This design comes from an exercise in tuning for small area, a short achievable clock period and few clock cycles on the open sky130 flow, not from production work. No functional check of the RTL was part of any run shown here. Power is estimated from default activity; no workload was simulated.

==> flow/design.v <==
module rx_framer (
    input  wire        clk,
    input  wire        rst,           
    input  wire        cmd_valid,
    input  wire        cmd_step,      
    input  wire [7:0]  cmd_byte,      
    output wire        cmd_ready,
    output reg         idle,
    output reg  [8:0]  rx_count,
    output reg         ev_valid,
    output reg         ev_ok,
    output wire [95:0] ev_payload,    
    output wire [15:0] ev_rxck,
    output reg  [15:0] ev_ck
);
    localparam [2:0] P_IDLE = 3'd0,   
                     P_E1   = 3'd1,   
                     P_E2   = 3'd2,   
                     P_WAIT = 3'd3,   
                     P_FIN1 = 3'd4,   
                     P_FIN2 = 3'd5;   
    reg        byte_ok;               
    reg        step_ok;               
    assign cmd_ready = cmd_step ? step_ok : byte_ok;
    wire acc_byte = cmd_valid & ~cmd_step & byte_ok;
    wire acc_step = cmd_valid &  cmd_step & step_ok;
    reg  [8:0]  tail;                 
    reg  [8:0]  head;                 
    reg  [8:0]  sp;                   
    reg  [8:0]  tsnap;                
    reg  [8:0]  dd;                   
    reg  [15:0] vmask;                
    reg  [15:0] rsel;                 
    reg  [15:0] upm;                  
    reg  [2:0]  pstate;
    reg  [2047:0] ring;               
    wire [255:0] wdec = {255'd0, acc_byte} << tail[7:0];
    genvar g, r;
    generate
        for (g = 0; g < 256; g = g + 1) begin : g_wr
            always @(posedge clk)
                if (wdec[g]) ring[8*g +: 8] <= cmd_byte;
        end
    endgenerate
    wire [15:0]  rsel1 = {rsel[14:0], rsel[15]};
    wire [127:0] bank;                
    generate
        for (g = 0; g < 16; g = g + 1) begin : g_bank
            wire [15:0]  sel = upm[g] ? rsel1 : rsel;
            wire [127:0] terms;
            for (r = 0; r < 16; r = r + 1) begin : g_row
                assign terms[8*r +: 8] = {8{sel[r]}} & ring[8*(16*r+g) +: 8];
            end
            assign bank[8*g +: 8] =
                terms[  7:  0] | terms[ 15:  8] | terms[ 23: 16] | terms[ 31: 24] |
                terms[ 39: 32] | terms[ 47: 40] | terms[ 55: 48] | terms[ 63: 56] |
                terms[ 71: 64] | terms[ 79: 72] | terms[ 87: 80] | terms[ 95: 88] |
                terms[103: 96] | terms[111:104] | terms[119:112] | terms[127:120];
        end
    endgenerate
    wire [3:0]   s_lo = sp[3:0];
    wire [127:0] rot0 = s_lo[0] ? {bank[  7:0], bank[127:  8]} : bank;
    wire [127:0] rot1 = s_lo[1] ? {rot0[ 15:0], rot0[127: 16]} : rot0;
    wire [127:0] rot2 = s_lo[2] ? {rot1[ 31:0], rot1[127: 32]} : rot1;
    wire [127:0] rot3 = s_lo[3] ? {rot2[ 63:0], rot2[127: 64]} : rot2;
    reg  [127:0] win;                 
    always @(posedge clk)
        win <= rot3;
    assign ev_rxck    = win[23:8];
    assign ev_payload = win[119:24];
    reg  [18:0] sum;
    always @(posedge clk)
        sum <= {3'd0, win[ 39: 24]} + {3'd0, win[ 55: 40]} + {3'd0, win[ 71: 56]} +
               {3'd0, win[ 87: 72]} + {3'd0, win[103: 88]} + {3'd0, win[119:104]};
    wire [16:0] fa    = {1'b0, sum[15:0]} + {14'd0, sum[18:16]};
    wire [15:0] fb    = sum[15:0] + {13'd0, sum[18:16]} + 16'd1;
    wire [15:0] ck    = ~(fa[16] ? fb : fa[15:0]);
    wire        match = (ck == win[23:8]);
    wire [15:0] ff;
    generate
        for (g = 0; g < 16; g = g + 1) begin : g_ff
            assign ff[g] = &win[8*g +: 8];
        end
    endgenerate
    reg  [15:0] ffv;                  
    always @(posedge clk)
        ffv <= ff & vmask;
    wire        found = |ffv;
    reg  [3:0]  fi;
    integer k;
    always @(*) begin
        fi = 4'd0;
        for (k = 15; k >= 0; k = k - 1)
            if (ffv[k]) fi = k[3:0];
    end
    wire [8:0]  sp_fi   = sp + {5'd0, fi};
    wire [8:0]  dd_fi   = dd - {5'd0, fi};
    wire        short   = (dd_fi < 9'd15);
    wire [8:0]  sp_16   = sp + 9'd16;
    wire [8:0]  dd_16   = dd - 9'd16;
    wire        scanned = (dd <= 9'd16);
    wire        stale   = ((tsnap - head) > 9'd128);
    reg  [3:0]  ij;
    always @(*) begin
        ij = 4'd0;
        for (k = 14; k >= 1; k = k - 1)
            if (ff[k]) ij = k[3:0];
    end
    wire        inner = |ff[14:1];
    reg         ev_far;               
    reg  [8:0]  h_ij;                 
    wire [8:0]  h_fin = (ev_ok | ev_far) ? head + 9'd15 : h_ij;
    reg  [8:0]  qs0, qs1;
    reg         qwp, qrp;
    reg  [1:0]  qcnt;
    wire        pop    = (pstate == P_IDLE) & (qcnt != 2'd0);
    wire [8:0]  qhead  = qrp ? qs1 : qs0;
    wire [8:0]  dd_q   = qhead - sp;
    always @(posedge clk) begin
        if (acc_step & ~qwp) qs0 <= tail;
        if (acc_step &  qwp) qs1 <= tail;
    end
    wire [8:0] occ = tail - head;
    reg         sp_ld;
    reg  [8:0]  sp_n;
    reg         dd_ld;
    reg  [8:0]  dd_n;
    always @(*) begin
        sp_ld = 1'b0;
        sp_n  = sp_fi;
        dd_ld = 1'b0;
        dd_n  = dd_fi;
        case (pstate)
            P_IDLE: begin
                dd_ld = pop;
                dd_n  = dd_q;
            end
            P_E2: begin
                sp_ld = 1'b1;
                dd_ld = 1'b1;
                if (found) begin
                    sp_n = sp_fi;
                    dd_n = dd_fi;
                end else if (scanned) begin
                    sp_n = tsnap;
                    dd_n = 9'd0;
                end else begin
                    sp_n = sp_16;
                    dd_n = dd_16;
                end
            end
            P_FIN2: begin
                sp_ld = 1'b1;
                sp_n  = h_fin;
            end
            default: ;
        endcase
    end
    integer m;
    always @(posedge clk) begin
        if (rst) begin
            tail     <= 9'd0;
            head     <= 9'd0;
            sp       <= 9'd0;
            rsel     <= 16'd1;
            upm      <= 16'd0;
            qwp      <= 1'b0;
            qrp      <= 1'b0;
            qcnt     <= 2'd0;
            pstate   <= P_IDLE;
            byte_ok  <= 1'b1;
            step_ok  <= 1'b1;
            idle     <= 1'b1;
            rx_count <= 9'd0;
            ev_valid <= 1'b0;
            ev_ok    <= 1'b0;
        end else begin
            ev_valid <= 1'b0;
            if (acc_byte) tail <= tail + 9'd1;
            if (acc_step) qwp  <= ~qwp;
            if (pop)      qrp  <= ~qrp;
            qcnt     <= qcnt + {1'b0, acc_step} - {1'b0, pop};
            step_ok  <= ~(((qcnt == 2'd2) | (qcnt == 2'd1 & acc_step)) & ~pop);
            byte_ok  <= ~(occ[8] | (acc_byte & (&occ[7:0])));
            idle     <= (pstate == P_IDLE) & (qcnt == 2'd0) & ~acc_step;
            rx_count <= occ + {8'd0, acc_byte};
            if (sp_ld) begin
                sp   <= sp_n;
                rsel <= 16'd1 << sp_n[7:4];
                for (m = 0; m < 16; m = m + 1)
                    upm[m] <= (m < sp_n[3:0]);
            end
            if (dd_ld) begin
                dd <= dd_n;
                for (m = 0; m < 16; m = m + 1)
                    vmask[m] <= (dd_n > m);
            end
            case (pstate)
                P_IDLE: begin
                    if (pop) begin
                        tsnap  <= qhead;
                        pstate <= P_E1;
                    end
                end
                P_E1: pstate <= P_E2;
                P_E2: begin
                    if (found) begin
                        head <= sp_fi;
                        if (short)
                            pstate <= P_IDLE;          
                        else if (fi == 4'd0)
                            pstate <= P_FIN1;          
                        else
                            pstate <= P_WAIT;          
                    end else if (scanned) begin
                        if (stale)
                            head <= tsnap;             
                        pstate <= P_IDLE;
                    end else begin
                        pstate <= P_WAIT;
                    end
                end
                P_WAIT: pstate <= P_E1;
                P_FIN1: begin
                    ev_ok  <= match;
                    ev_ck  <= ck;
                    ev_far <= ~inner;
                    h_ij   <= head + {5'd0, ij};
                    pstate <= P_FIN2;
                end
                P_FIN2: begin
                    ev_valid <= 1'b1;
                    head     <= h_fin;
                    pstate   <= P_IDLE;
                end
                default: pstate <= P_IDLE;
            endcase
        end
    end
endmodule
==> flow/run.sh <==
#!/bin/bash
# synth_recipe.tcl (not shown) runs the flow's synth.tcl, then flattens the netlist and writes it again
# the make line also repeats each setting of config.mk as NAME=value (left out here)
make -C /OpenROAD-flow-scripts/flow DESIGN_CONFIG=/design/flow/config.mk WORK_HOME=/design/flow/orfs CLKGATE_MAP_FILE= SYNTH_SCRIPT=/design/flow/synth_recipe.tcl finish
==> flow/config.mk <==
export PLATFORM = sky130hd
export DESIGN_NAME = rx_framer
export DESIGN_NICKNAME = rx_framer
export VERILOG_FILES = /design/flow/design.v
export SDC_FILE = /design/flow/constraint.sdc
export NUM_CORES = 4
export LEC_CHECK = 0
export ABC_AREA = 1
export CAP_MARGIN = 20
export CORE_MARGIN = 2
export CORE_UTILIZATION = 40
export SETUP_SLACK_MARGIN = 5
export SLEW_MARGIN = 20
==> flow/constraint.sdc <==
create_clock -name core_clock -period 10.0 [get_ports {clk}]
set_input_delay 2.0000 -clock core_clock [delete_from_list [all_inputs] [get_ports {clk}]]
set_output_delay 2.0000 -clock core_clock [all_outputs]
set_load 0.01 [all_outputs]
==> results_dict.tcl, run 1 <==
set metrics [dict create \
    antenna_found_initial 24 \
    synth-seq-area-share_pct 67.2 \
    yosysWarnings 1 \
    crit_path_end_kind "register" \
    max_slew_margin_pct 16.9 \
    yosys-top-cells-count "nand2_1 (2732), edfxtp_1 (2126), nand3_1 (956)" \
    num_vias 74000 \
    crit_family "simple AND/OR/NAND/NOR gates" \
    use_met3_pct 6.31 \
    row_count 185 \
    drc_errors 0 \
    hold_path_class "reg -> reg" \
    wire_per_inst_um 27.8 \
    skew_ns 0.0600 \
    rsz0062_at_grt "false" \
    grtUsageMet2_pct 42.1 \
    path_class "in -> reg" \
    tightest_slew_ns 1.24 \
    power.density_mw_per_mm2 277 \
    rr_endpoint "win[80]" \
    grt_pass1_vias 70300 \
    cts_tree "yes" \
    grt_busiest_layer "met2" \
    synth_area_leader_cell "edfxtp_1" \
    dpl.hpwl_um 240000 \
    setup_viol 0 \
    drive_above_1_share_pct 7.88 \
    htreeDepth 4 \
    worstSkewPairLatency_ns 0.94 \
    root_buffer "clkbuf_16" \
    cts_made_buffers 228 \
    crit_slowest_cell "nor2_1" \
    finalMaxSlewViolations 0 \
    synth_fp_nets 9442 \
    worstPathRequired_ns 10.54 \
    ys_seq_elements 2367 \
    hold_violations 0 \
    grt_overflow 0 \
    clock_sinks 2367 \
    ys_top_cells_by_area "edfxtp_1 (62%), nand2_1 (10%), dfxtp_1 (4.7%)" \
    port_buffers 152 \
    cp.buffers_inverters 6 \
    avgSynthCellArea_um2 11.0 \
    total_leakage_power_nw 41.6 \
    yosysMostFrequentCell "nand2_1" \
    viasPerCell 5.70 \
    dieArea_mm2 0.259 \
    swShare_pct 36.6 \
    area_growth_pct 12.3 \
    final_net_count 9561 \
    clockBufferDepth 3 \
    rr_startpoint "rsel[15]" \
    max_cap_violations 0 \
    max_freq_mhz 201 \
    power_frac_seq_pct 37.7 \
    cp.depth 15 \
    gp_congestion 0.983 \
    yosysTopAreaCellShare_pct 62.5 \
    async_flop_share_pct 0 \
    min_period_ns 4.98 \
    critical_path_peak_fanout 8 \
    cp.arrival_ns 5.52 \
    mappedNetlistArea_mm2 0.102 \
    cp_cell_sequence "clkdlybuf4s50_1 > nor3_4 > buf_12 > inv_2 > nor2_1 > inv_1 > nor2_1 > inv_1 > nor2_1 > nand2_1 > nor2_1 > inv_1 > nor2_1 > nand2_1 > nor2_1" \
    peakVddDrop_uv 583 \
    routed_wl_um 361000 \
    coreArea_mm2 0.254 \
    clkTransAtPathRegs_ns 0.06 \
    ff2ff_path_depth 15 \
    start_util_pct 40.2 \
    holdPathEnd "ffv[0]" \
    power.total_mw 31.8 \
    firstDrtPassIters 8 \
    p_sw_mw 11.6 \
    cp_common_cell "nor2_1" \
    synth-main-ff-cell "edfxtp_1" \
    grt_pass1_wl_um 508000 \
    holdPathStages 2 \
    grt_max_degree 160 \
    grt.total_usage_pct 27.3 \
    hold_start "win[7]" \
    synth-edff-count 2126 \
    finalCritPeriodShare_pct 49.8 \
    die_w_um 509 \
    met1_usage_pct 36.4 \
    reg2reg_slack_ns 5.44 \
    tns_ns 0 \
    clkPwrFrac_pct 27.5 \
    io_pins 153 \
    status "complete, no violations" \
    power.internal_mw 20.1 \
    synth_cells 9293 \
    comb_power_share_pct 34.7 \
    cp_slowest_stage_delay_ns 0.57 \
    drt_iter0_drc 11500 \
    critPathLaunchType "input pin" \
    yosysUniqueCellTypes 71 \
    floorplan.die.height_um 509 \
    postRouteAntennaNets 0 \
]
cell families (layout without fill, tap and decap cells):
group / after synthesis / in the layout / share of synthesized area (%)
AO/OA/AOI/OAI: 800 / 800 / 4.83
adder cells (fa/ha/maj): 137 / 137 / 2.21
XOR/XNOR: 82 / 82 / 0.703
flip-flops: 2367 / 2367 / 67.2
other: 0 / 10 / 0
buffers and inverters: 1166 / 1482 / 4.92
AND/OR/NAND/NOR: 4740 / 4740 / 20.1
multiplexers: 1 / 1 / 0.00980
power by group through the flow:
stage | Clock, mW | Combinational, mW | Sequential [mW]
floorplan | 0 | 7.31 | 11.9
global placement | 0 | 10.8 | 12.2
detailed placement | 0 | 10.9 | 12.2
CTS | 8.81 | 10.9 | 12.0
global route | 9.17 | 12.2 | 12.0
finish | 8.74 | 11.0 | 12.0
registers in the layout (all words and copies together) (netlist names), 14 cells and up:
| register | cells |
|---|---|
| ev_ck | 16 |
| ffv | 16 |
| ring | 2048 |
| rsel | 16 |
| sum | 19 |
| upm | 14 |
| vmask | 16 |
| win | 128 |
cell type report:
cell class / instances / area, µm²
antenna: 10 / 25.0
fill: 23100 / 139000
inverter: 787 / 2980
tap: 3366 / 4210
timing repair buffer: 268 / 2490
clock inverter: 159 / 1620
sequential: 2367 / 68700
multi-input combinational: 5760 / 28800
clock buffer: 268 / 5930
worst reg2reg max path: stages, from the launching register on:
cell	delay, ns
dfxtp_2	0.31
buf_4	0.37
inv_2	0.98
nand2_1	0.11
o21ai_1	0.14
inv_2	0.11
nand2_1	0.08
nand2_1	0.05
a21oi_1	0.15
nand4_1	0.27
nor3_1	0.92
nand2_1	0.18
nand3_1	0.18
nand3_1	0.12
nand3_1	0.14
nand2_1	0.24
layout by cell type (no fill, tap or decap), drive strengths merged, types with 5 or more instances in the layout:
cell,instances
clkdlybuf4s50,143
o22ai,10
nor2,501
o21a,5
a31oi,14
and2,12
nand2,2745
edfxtp,2126
nor3b,13
nand3,958
nand4,294
clkinvlp,5
buf,123
xnor2,13
nor4,62
clkbuf,270
or2,26
a22o,102
xor2,69
diode,10
a211oi,11
a21oi,189
and3,7
nor3,104
fa,72
clkinv,134
bufinv,24
ha,65
o211ai,13
dfxtp,241
o21ai,369
nand3b,10
a221oi,13
o2111ai,55
inv,783
per-stage QoR:
| step | area [µm²] | hold WS [ns] | utilization [%] | setup slack (ns) | cells |
|---|---|---|---|---|---|
| CTS | 115000 | 0.462 | 45.1 | 5.00 | 13000 |
| floorplan | 102000 | 0.405 | - | 5.72 | 9293 |
| detailed placement | 107000 | 0.453 | 42.1 | 3.64 | 12500 |
| global placement | 107000 | 0.447 | 42.1 | 3.77 | 12500 |
| global route | 115000 | 0.477 | 45.2 | 5.00 | 13000 |
| finish | 115000 | 0.461 | 45.2 | 5.02 | 13000 |
worst max path at each step:
stage / start / endpoint
global route: cmd_step / ring[1175]
global placement: cmd_valid / ring[1305]
detailed placement: cmd_valid / ring[63]
floorplan: cmd_step / cmd_ready
finish: cmd_step / ring[1175]
CTS: cmd_valid / ring[1169]
metal layers:
metal / up-vias / part of all wire, %
li1: 32500 / -
met1: 36300 / 39
met2: 4566 / 45
met3: 684 / 11
met4: 6 / 5.3
met5: - / 0.012
timing repair:
item / CTS / global route
pin swaps: 0 / 1
buffers inserted: 0 / 1
gates resized for setup: 16 / 9
setup endpoints to repair: 347 / 495
hold buffers: 0 / 0
==> run 2: changes to the inputs <==
--- a/flow/config.mk
+++ b/flow/config.mk
@@ -6,5 +6,4 @@
 export NUM_CORES = 4
 export LEC_CHECK = 0
-export ABC_AREA = 1
 export CAP_MARGIN = 20
 export CORE_MARGIN = 2
==> run 2 against run 1 <==
  * Cell count decreased by 11%
  * Routed wire length increased by 8.0%
  * Global-route usage increased by 0.32 points
  * Register-to-register slack lost 0.28 ns
  * Critical path type unchanged
==> results_dict.tcl, run 2 <==
set metrics [dict create \
    htreeDepth 4 \
    rsz0062_at_grt "true" \
    grt_pass1_vias 71400 \
    rr_endpoint "win[72]" \
    hold_violations 0 \
    worstSkewPairLatency_ns 0.95 \
    row_count 190 \
    grt_max_degree 151 \
    power.internal_mw 20.2 \
    drc_errors 0 \
    min_period_ns 4.98 \
    clock_sinks 2367 \
    clockBufferDepth 4 \
    coreArea_mm2 0.267 \
    ys_seq_elements 2367 \
    synth-main-ff-cell "edfxtp_1" \
    cts_made_buffers 240 \
    synth_cells 7870 \
    critPathLaunchType "input pin" \
    holdPathEnd "ffv[9]" \
    yosysTopAreaCellShare_pct 59.5 \
    area_growth_pct 11.8 \
    max_slew_margin_pct 16.3 \
    dpl.hpwl_um 251000 \
    crit_path_end_kind "register" \
    max_cap_violations 0 \
    dpl_cell_area_mm2 0.112 \
    firstDrtPassIters 9 \
    floorplan.die.height_um 522 \
    rr_startpoint "rsel[14]" \
    reg2reg_slack_ns 5.16 \
    final_net_count 7901 \
    max_freq_mhz 201 \
    fin_area_mm2 0.120 \
    grt.total_usage_pct 27.6 \
    ys_top_cells_by_area "edfxtp_1 (60%), a22oi_1 (6.0%), dfxtp_1 (4.5%)" \
    critical_path_peak_fanout 8 \
    drt_iter0_drc 13200 \
    cts_hold_buf 0 \
    yosys-top-cells-count "edfxtp_1 (2126), a22oi_1 (862), mux2_2 (420)" \
    synth-edff-count 2126 \
    grt_pass1_wl_um 545000 \
    mostFrequentLayoutCells "edfxtp_1 (2126), a22oi_1 (862), mux2_2 (420), nand2_1 (406), nor2_1 (399)" \
    total_leakage_power_nw 39.3 \
    root_buffer "clkbuf_16" \
    drive_above_1_share_pct 13.7 \
    finalMaxSlewViolations 0 \
    cts_tree "yes" \
    post_cts_buffers 0 \
    yosysMostFrequentCell "edfxtp_1" \
    clkTransAtPathRegs_ns 0.07 \
    status "complete, no violations" \
    yosysWarnings 1 \
    avgSynthCellArea_um2 13.6 \
    peakVddDrop_uv 397 \
    async_flop_share_pct 0 \
    largest_register "ring" \
    tns_ns 0 \
    grt_overflow 0 \
    postRouteAntennaNets 0 \
    holdPathStages 1 \
    power.density_mw_per_mm2 251 \
    wire_per_inst_um 33.9 \
    power_frac_seq_pct 39.7 \
    synth_fp_nets 8019 \
    skew_ns 0.0866 \
    hold_start "vmask[9]" \
    clkPwrFrac_pct 29.8 \
    synth_area_leader_cell "edfxtp_1" \
    swShare_pct 33.1 \
    port_buffers 152 \
    viasPerCell 6.64 \
    mostFrequentLayoutCell "edfxtp_1" \
    yosysUniqueCellTypes 91 \
    worstPathRequired_ns 10.51 \
    p_sw_mw 9.96 \
    tightest_slew_ns 1.25 \
    routed_wl_um 389000 \
    cp.arrival_ns 5.49 \
    mappedNetlistArea_mm2 0.107 \
    gp_congestion 0.974 \
    largest_register_ffs 2048 \
    finalCritPeriodShare_pct 49.8 \
    hold_path_class "reg -> reg" \
    reg.largest.list "ring: 2048 flops, win: 128 flops, sum: 19 flops" \
    ff2ff_path_depth 11 \
    antenna_found_initial 11 \
    synth-seq-area-share_pct 64.0 \
    start_util_pct 40.1 \
    num_vias 76400 \
    die_w_um 522 \
    dieArea_mm2 0.272 \
    path_class "in -> reg" \
    comb_power_share_pct 30.5 \
    io_pins 153 \
    setup_viol 0 \
]
run 2: power by group through the flow:
stage | Sequential (mW) | Combinational [mW] | Clock, mW
CTS | 11.9 | 9.08 | 9.04
finish | 11.9 | 9.20 | 8.98
global placement | 12.1 | 8.88 | 0
floorplan | 11.8 | 6.46 | 0
detailed placement | 12.1 | 9.03 | 0
global route | 12.0 | 10.1 | 9.40
run 2: critical path: stages:
cell and delay [ns]:
clkdlybuf4s50_1 0.49, nand2_1 0.06, or2_2 0.43, clkinv_1 0.23
nand2_1 0.26, nor2_2 0.64, nand2_1 0.64, nor3_2 0.72
run 2: worst max-delay path by stage:
| stage | startpoint | endpoint | cells after the start |
|---|---|---|---|
| finish | cmd_valid | ring[695] | 8 |
| global route | cmd_valid | ring[1202] | 8 |
| CTS | cmd_valid | ring[1077] | 8 |
| detailed placement | cmd_valid | ring[1201] | 8 |
| global placement | cmd_valid | ring[693] | 8 |
| floorplan | rst | dd[0] | 3 |
run 2: layout make-up:
cell class                      count  area (µm²)
Timing Repair Buffer              323        3040
Inverter                          177         677
Multi-Input combinational cell   4643       35200
Clock buffer                      289        6280
Antenna cell                        5        12.5
Sequential cell                  2367       68700
Tap cell                         3552        4440
Fill cell                       23500      147000
Clock inverter                    150        1430
run 2: per-stage QoR:
step           total power, mW  hold WS [ns]  std cells  worst slack (ns)  utilization, %
2_1_floorplan             18.2         0.406       7870              5.37               -
3_3_place_gp              21.0         0.433      11100              3.54            41.9
3_5_place_dp              21.2         0.424      11100              3.44            41.9
4_1_cts                   30.0         0.434      11500              4.94            44.8
5_1_grt                   31.4         0.463      11500              4.95            44.8
6_report                  30.1         0.434      11500              5.02            44.8
run 2: logic make-up (layout without fill, tap and decap cells):
logic type	count (synthesis)	count (layout)	synth area share [%]
flip-flops	2367	2367	64.0
AO/OA/AOI/OAI	2211	2211	15.7
AND/OR/NAND/NOR	1499	1499	6.83
buffers and inverters	860	939	3.47
multiplexers	704	704	7.10
adder cells (fa/ha/maj)	138	138	2.11
XOR/XNOR	91	91	0.757
other	0	5	0
run 2: per-layer routing:
metal  up-vias  GRT usage [%]  wire length [µm]
met5         -              0                45
met4         6           12.2             19200
met3       825           6.60             48700
met2      5788           41.4            170000
met1     38500           38.1            151000
li1      31300              -                 -
run 2: what timing repair did:
action | in CTS | in global routing
cloned | 0 | 0
endpoints found under the setup margin | 193 | 167
gates resized for setup | 11 | 10
==> run 3: changes to the inputs <==
--- a/flow/design.v
+++ b/flow/design.v
@@ -35,10 +35,21 @@
     reg  [2:0]  pstate;
     reg  [2047:0] ring;               
-    wire [255:0] wdec = {255'd0, acc_byte} << tail[7:0];
+    reg         wv;
+    reg  [7:0]  wa;
+    reg  [7:0]  wb;
+    always @(posedge clk) begin
+        if (rst) wv <= 1'b0;
+        else     wv <= acc_byte;
+        if (acc_byte) begin
+            wa <= tail[7:0];
+            wb <= cmd_byte;
+        end
+    end
+    wire [255:0] wdec = {255'd0, wv} << wa;
     genvar g, r;
     generate
         for (g = 0; g < 256; g = g + 1) begin : g_wr
             always @(posedge clk)
-                if (wdec[g]) ring[8*g +: 8] <= cmd_byte;
+                if (wdec[g]) ring[8*g +: 8] <= wb;
         end
     endgenerate
@@ -48,20 +59,22 @@
         for (g = 0; g < 16; g = g + 1) begin : g_bank
             wire [15:0]  sel = upm[g] ? rsel1 : rsel;
-            wire [127:0] terms;
+            wire [127:0] col;
             for (r = 0; r < 16; r = r + 1) begin : g_row
-                assign terms[8*r +: 8] = {8{sel[r]}} & ring[8*(16*r+g) +: 8];
-            end
-            assign bank[8*g +: 8] =
-                terms[  7:  0] | terms[ 15:  8] | terms[ 23: 16] | terms[ 31: 24] |
-                terms[ 39: 32] | terms[ 47: 40] | terms[ 55: 48] | terms[ 63: 56] |
-                terms[ 71: 64] | terms[ 79: 72] | terms[ 87: 80] | terms[ 95: 88] |
-                terms[103: 96] | terms[111:104] | terms[119:112] | terms[127:120];
-        end
-    endgenerate
-    wire [3:0]   s_lo = sp[3:0];
-    wire [127:0] rot0 = s_lo[0] ? {bank[  7:0], bank[127:  8]} : bank;
-    wire [127:0] rot1 = s_lo[1] ? {rot0[ 15:0], rot0[127: 16]} : rot0;
-    wire [127:0] rot2 = s_lo[2] ? {rot1[ 31:0], rot1[127: 32]} : rot1;
-    wire [127:0] rot3 = s_lo[3] ? {rot2[ 63:0], rot2[127: 64]} : rot2;
+                assign col[8*r +: 8] = ring[8*(16*r+g) +: 8];
+            end
+            rxf_sel16 u_sel (.sel(sel), .d(col), .q(bank[8*g +: 8]));
+        end
+    endgenerate
+    wire [127:0] rot3;
+    generate
+        for (g = 0; g < 8; g = g + 1) begin : g_rot
+            wire [15:0] li, lo;
+            for (r = 0; r < 16; r = r + 1) begin : g_lane
+                assign li[r] = bank[8*r + g];
+                assign rot3[8*r + g] = lo[r];
+            end
+            rxf_rot16 u_rot (.s(sp[3:0]), .d(li), .q(lo));
+        end
+    endgenerate
     reg  [127:0] win;                 
     always @(posedge clk)
@@ -239,2 +252,29 @@
     end
 endmodule
+module rxf_sel16 (
+    input  wire [15:0]  sel,
+    input  wire [127:0] d,
+    output wire [7:0]   q
+);
+    wire [127:0] terms;
+    genvar r;
+    generate
+        for (r = 0; r < 16; r = r + 1) begin : g_row
+            assign terms[8*r +: 8] = {8{sel[r]}} & d[8*r +: 8];
+        end
+    endgenerate
+    assign q = terms[  7:  0] | terms[ 15:  8] | terms[ 23: 16] | terms[ 31: 24] |
+               terms[ 39: 32] | terms[ 47: 40] | terms[ 55: 48] | terms[ 63: 56] |
+               terms[ 71: 64] | terms[ 79: 72] | terms[ 87: 80] | terms[ 95: 88] |
+               terms[103: 96] | terms[111:104] | terms[119:112] | terms[127:120];
+endmodule
+module rxf_rot16 (
+    input  wire [3:0]  s,
+    input  wire [15:0] d,
+    output wire [15:0] q
+);
+    wire [15:0] r0 = s[0] ? {d[0],     d[15:1]}  : d;
+    wire [15:0] r1 = s[1] ? {r0[1:0],  r0[15:2]} : r0;
+    wire [15:0] r2 = s[2] ? {r1[3:0],  r1[15:4]} : r1;
+    assign      q  = s[3] ? {r2[7:0],  r2[15:8]} : r2;
+endmodule
--- a/flow/config.mk
+++ b/flow/config.mk
@@ -11,2 +11,3 @@
 export SETUP_SLACK_MARGIN = 5
 export SLEW_MARGIN = 20
+export SYNTH_HIERARCHICAL = 1
==> run 3 against run 2 <==
  * Still clean
  * Setup slack improved by 0.13 ns
  * Power fell by 1.8%
  * Via count down 24%
  * Die area decreased by 5.4%
  * Sequential cell count is 17 higher
  * Clock skew up 0.024 ns
  * Utilization down 0.52 points
  * Cell count shrank 18%
  * Synthesized area shrank 5.4%
==> results_dict.tcl, run 3 <==
set metrics [dict create \
    reg.largest.list "ring: 2048 flops, win: 128 flops, sum: 19 flops" \
    drive_above_1_share_pct 15.8 \
    synth_fp_nets 6168 \
    synth-seq-area-share_pct 68.2 \
    viasPerCell 6.16 \
    largest_register "ring" \
    worstPathRequired_ns 8.00 \
    grt_pass1_wl_um 412000 \
    mostFrequentLayoutCell "edfxtp_1" \
    worst_slack_ns 5.15 \
    async_flop_share_pct 0 \
    cts_tree "yes" \
    synth-edff-count 2142 \
    wire_per_inst_um 30.9 \
    hold_violations 0 \
    yosysUniqueCellTypes 77 \
    coreArea_mm2 0.252 \
    firstDrtPassIters 7 \
    worstSetupEndpoint "cmd_ready" \
    reg2reg_slack_ns 5.47 \
    port_buffers 152 \
    grt.total_usage_pct 22.1 \
    rr_endpoint "sum[18]" \
    clockBufferDepth 3 \
    tns_ns 0 \
    crit_path_end_kind "output pin" \
    fillers 21500 \
    htreeDepth 4 \
    cts_hold_buf 0 \
    root_buffer "clkbuf_16" \
    largest_register_ffs 2048 \
    avgSynthCellArea_um2 16.9 \
    clkTransAtPathRegs_ns 0.07 \
    startpoint "cmd_step" \
    finalMaxSlewViolations 0 \
    max_cap_violations 0 \
    total_leakage_power_nw 34.9 \
    area_growth_pct 9.98 \
    worstSkewPairLatency_ns 0.92 \
    hold_path_class "reg -> reg" \
    rsz0062_at_grt "false" \
    num_vias 58200 \
    drc_errors 0 \
    min_period_ns 4.85 \
    antenna_found_initial 18 \
    yosysTopAreaCellShare_pct 63.4 \
    pre_cts_ws_ns 4.61 \
    grt_max_degree 170 \
    grtUsageMet2_pct 34.3 \
    skew_ns 0.111 \
    yosysWarnings 7 \
    die_w_um 508 \
    cts_made_buffers 230 \
    postRouteAntennaNets 0 \
    max_slew_margin_pct 21.3 \
    power.density_mw_per_mm2 265 \
    mappedNetlistArea_mm2 0.101 \
    start_util_pct 40.3 \
    dieArea_mm2 0.258 \
    ff2ff_path_depth 17 \
    drt_iter0_drc 7494 \
    io_pins 153 \
    path_class "in -> out" \
    ys_top_cells_by_area "edfxtp_1 (63%), dfxtp_1 (4.8%), a22o_1 (4.4%)" \
    rr_startpoint "win[89]" \
    peakVddDrop_uv 440 \
    tightest_slew_ns 1.18 \
    max_freq_mhz 206 \
    critPathLaunchType "input pin" \
    finalCritPeriodShare_pct 48.5 \
    yosys-top-cells-count "edfxtp_1 (2142), a22o_1 (513), a221oi_1 (435)" \
    dpl.hpwl_um 193000 \
    synth_cells 6018 \
    grt_busiest_layer "met2" \
    yosysMostFrequentCell "edfxtp_1" \
    cp.arrival_ns 2.85 \
    setup_viol 0 \
    ys_seq_elements 2384 \
    routed_wl_um 292000 \
    critical_path_peak_fanout 4 \
    status "complete, no violations" \
    clock_sinks 2384 \
    synth_area_leader_cell "edfxtp_1" \
    grt_pass1_vias 55800 \
    use_met3_pct 3.92 \
    floorplan.die.height_um 508 \
    row_count 184 \
    final_net_count 6049 \
    gp_congestion 0.943 \
    grt_overflow 0 \
    mostFrequentLayoutCells "edfxtp_1 (2142), a22o_1 (513), a221oi_1 (435), nor2_1 (407), mux2_2 (252)" \
    met1_usage_pct 31.0 \
    synth-main-ff-cell "edfxtp_1" \
]
[run 3: metrics by stage]
stage / instances / hold slack (ns) / util [%] / total power [mW] / instance area [µm²]
after floorplan: 6018 / 0.406 / - / 18.4 / 101000
after global placement: 9013 / 0.433 / 41.3 / 20.9 / 104000
after detailed placement: 9014 / 0.427 / 41.3 / 21.0 / 104000
after CTS: 9442 / 0.442 / 44.3 / 29.6 / 111000
after global routing: 9444 / 0.474 / 44.3 / 30.9 / 112000
final: 9447 / 0.443 / 44.3 / 29.6 / 112000
[run 3: final cells by class]
class                      instances  area [µm²]  share of cell area (%)
sequential                      2384       69200                    62.0
multi-input combinational       2960       27900                    25.0
clock buffer                     274        5950                    5.34
tap                             3348        4190                    3.76
timing repair buffer             234        2260                    2.02
clock inverter                   154        1680                    1.51
inverter                          89         334                   0.300
antenna                            4        10.0                 0.00897
[run 3: per-layer routing]
metal	vias to the layer above	wire [µm]
met4	2	12200
met1	30300	120000
met5	-	13
met2	3056	134000
met3	473	26200
li1	24400	-
[run 3: worst min-delay path by stage]
stage | from | end | slack, ns | cells past startpoint
6_report | vmask[7] | ffv[7] | 0.44 | 1
5_1_grt | vmask[7] | ffv[7] | 0.47 | 1
4_1_cts | vmask[7] | ffv[7] | 0.44 | 1
3_5_place_dp | vmask[7] | ffv[7] | 0.43 | 1
3_3_place_gp | vmask[7] | ffv[7] | 0.43 | 1
2_1_floorplan | win[6] | ffv[0] | 0.41 | 2
[run 3: timing repair]
action | in CTS | in global routing
endpoints found under the setup margin | 1 | 1
resized for setup | 4 | 0
endpoints found under the hold margin | 0 | 0
buffers inserted | 0 | 1
[run 3: cell families after synthesis]
logic type / after synthesis / share of synthesized area (%)
flops: 2384 / 68.2
fa+ha+maj: 138 / 2.24
buf+inv: 674 / 4.34
xor+xnor: 88 / 0.760
mux: 517 / 8.93
simple gates: 889 / 4.21
compound gates: 1328 / 11.3
[run 3: report_power, final]
group,switching [mW],internal (mW)
sequential,0.700,11.4
combinational,4.91,3.86
clock,3.82,4.89
[run 3: modules after synthesis, one instance, submodules excluded]
module	flip-flops and latches	cells inside
rx_framer	2384	4290
rxf_rot16	0	40
rxf_sel16	0	88
[run 3: critical path, cell delays in order]
cell             delay (ns)
clkdlybuf4s15_2        0.22
mux2_2                 0.34
dlygate4sd2_1          0.28

re-timing with driven ports:
The results above use ideal ports. As a check the final layouts listed here were re-extracted and re-timed, cells and wires unchanged.
Step 1 sets driving cells, clkbuf_16 on the clock port and buf_2 on the other inputs (assumed; they add their load-dependent delay and slew).
Step 2, shift: input delay + t, output delay - t, t = (earliest + latest rising clock arrival at the registers) / 2. This alone moves slack from input paths to output paths.
Three values: ideal, step 1, step 2; two values: the first two.
run	t, ns	setup WS [ns]	hold slack, ns	worst setup path after step 2
run 1	1.019	5.018 / 5.105 / 4.085	0.461 / 0.461 / 0.461	input to register
run 2	1.007	5.020 / 5.091 / 4.083	0.434 / 0.434 / 0.434	input to register
run 3	0.970	5.154 / 5.123 / 5.123	0.443 / 0.443 / 0.443	input to output
After both steps setup and hold are still met in every run listed. The setup slack of run 2, which loses most, moves by +0.071 ns with the drivers and by -0.937 ns with both steps.
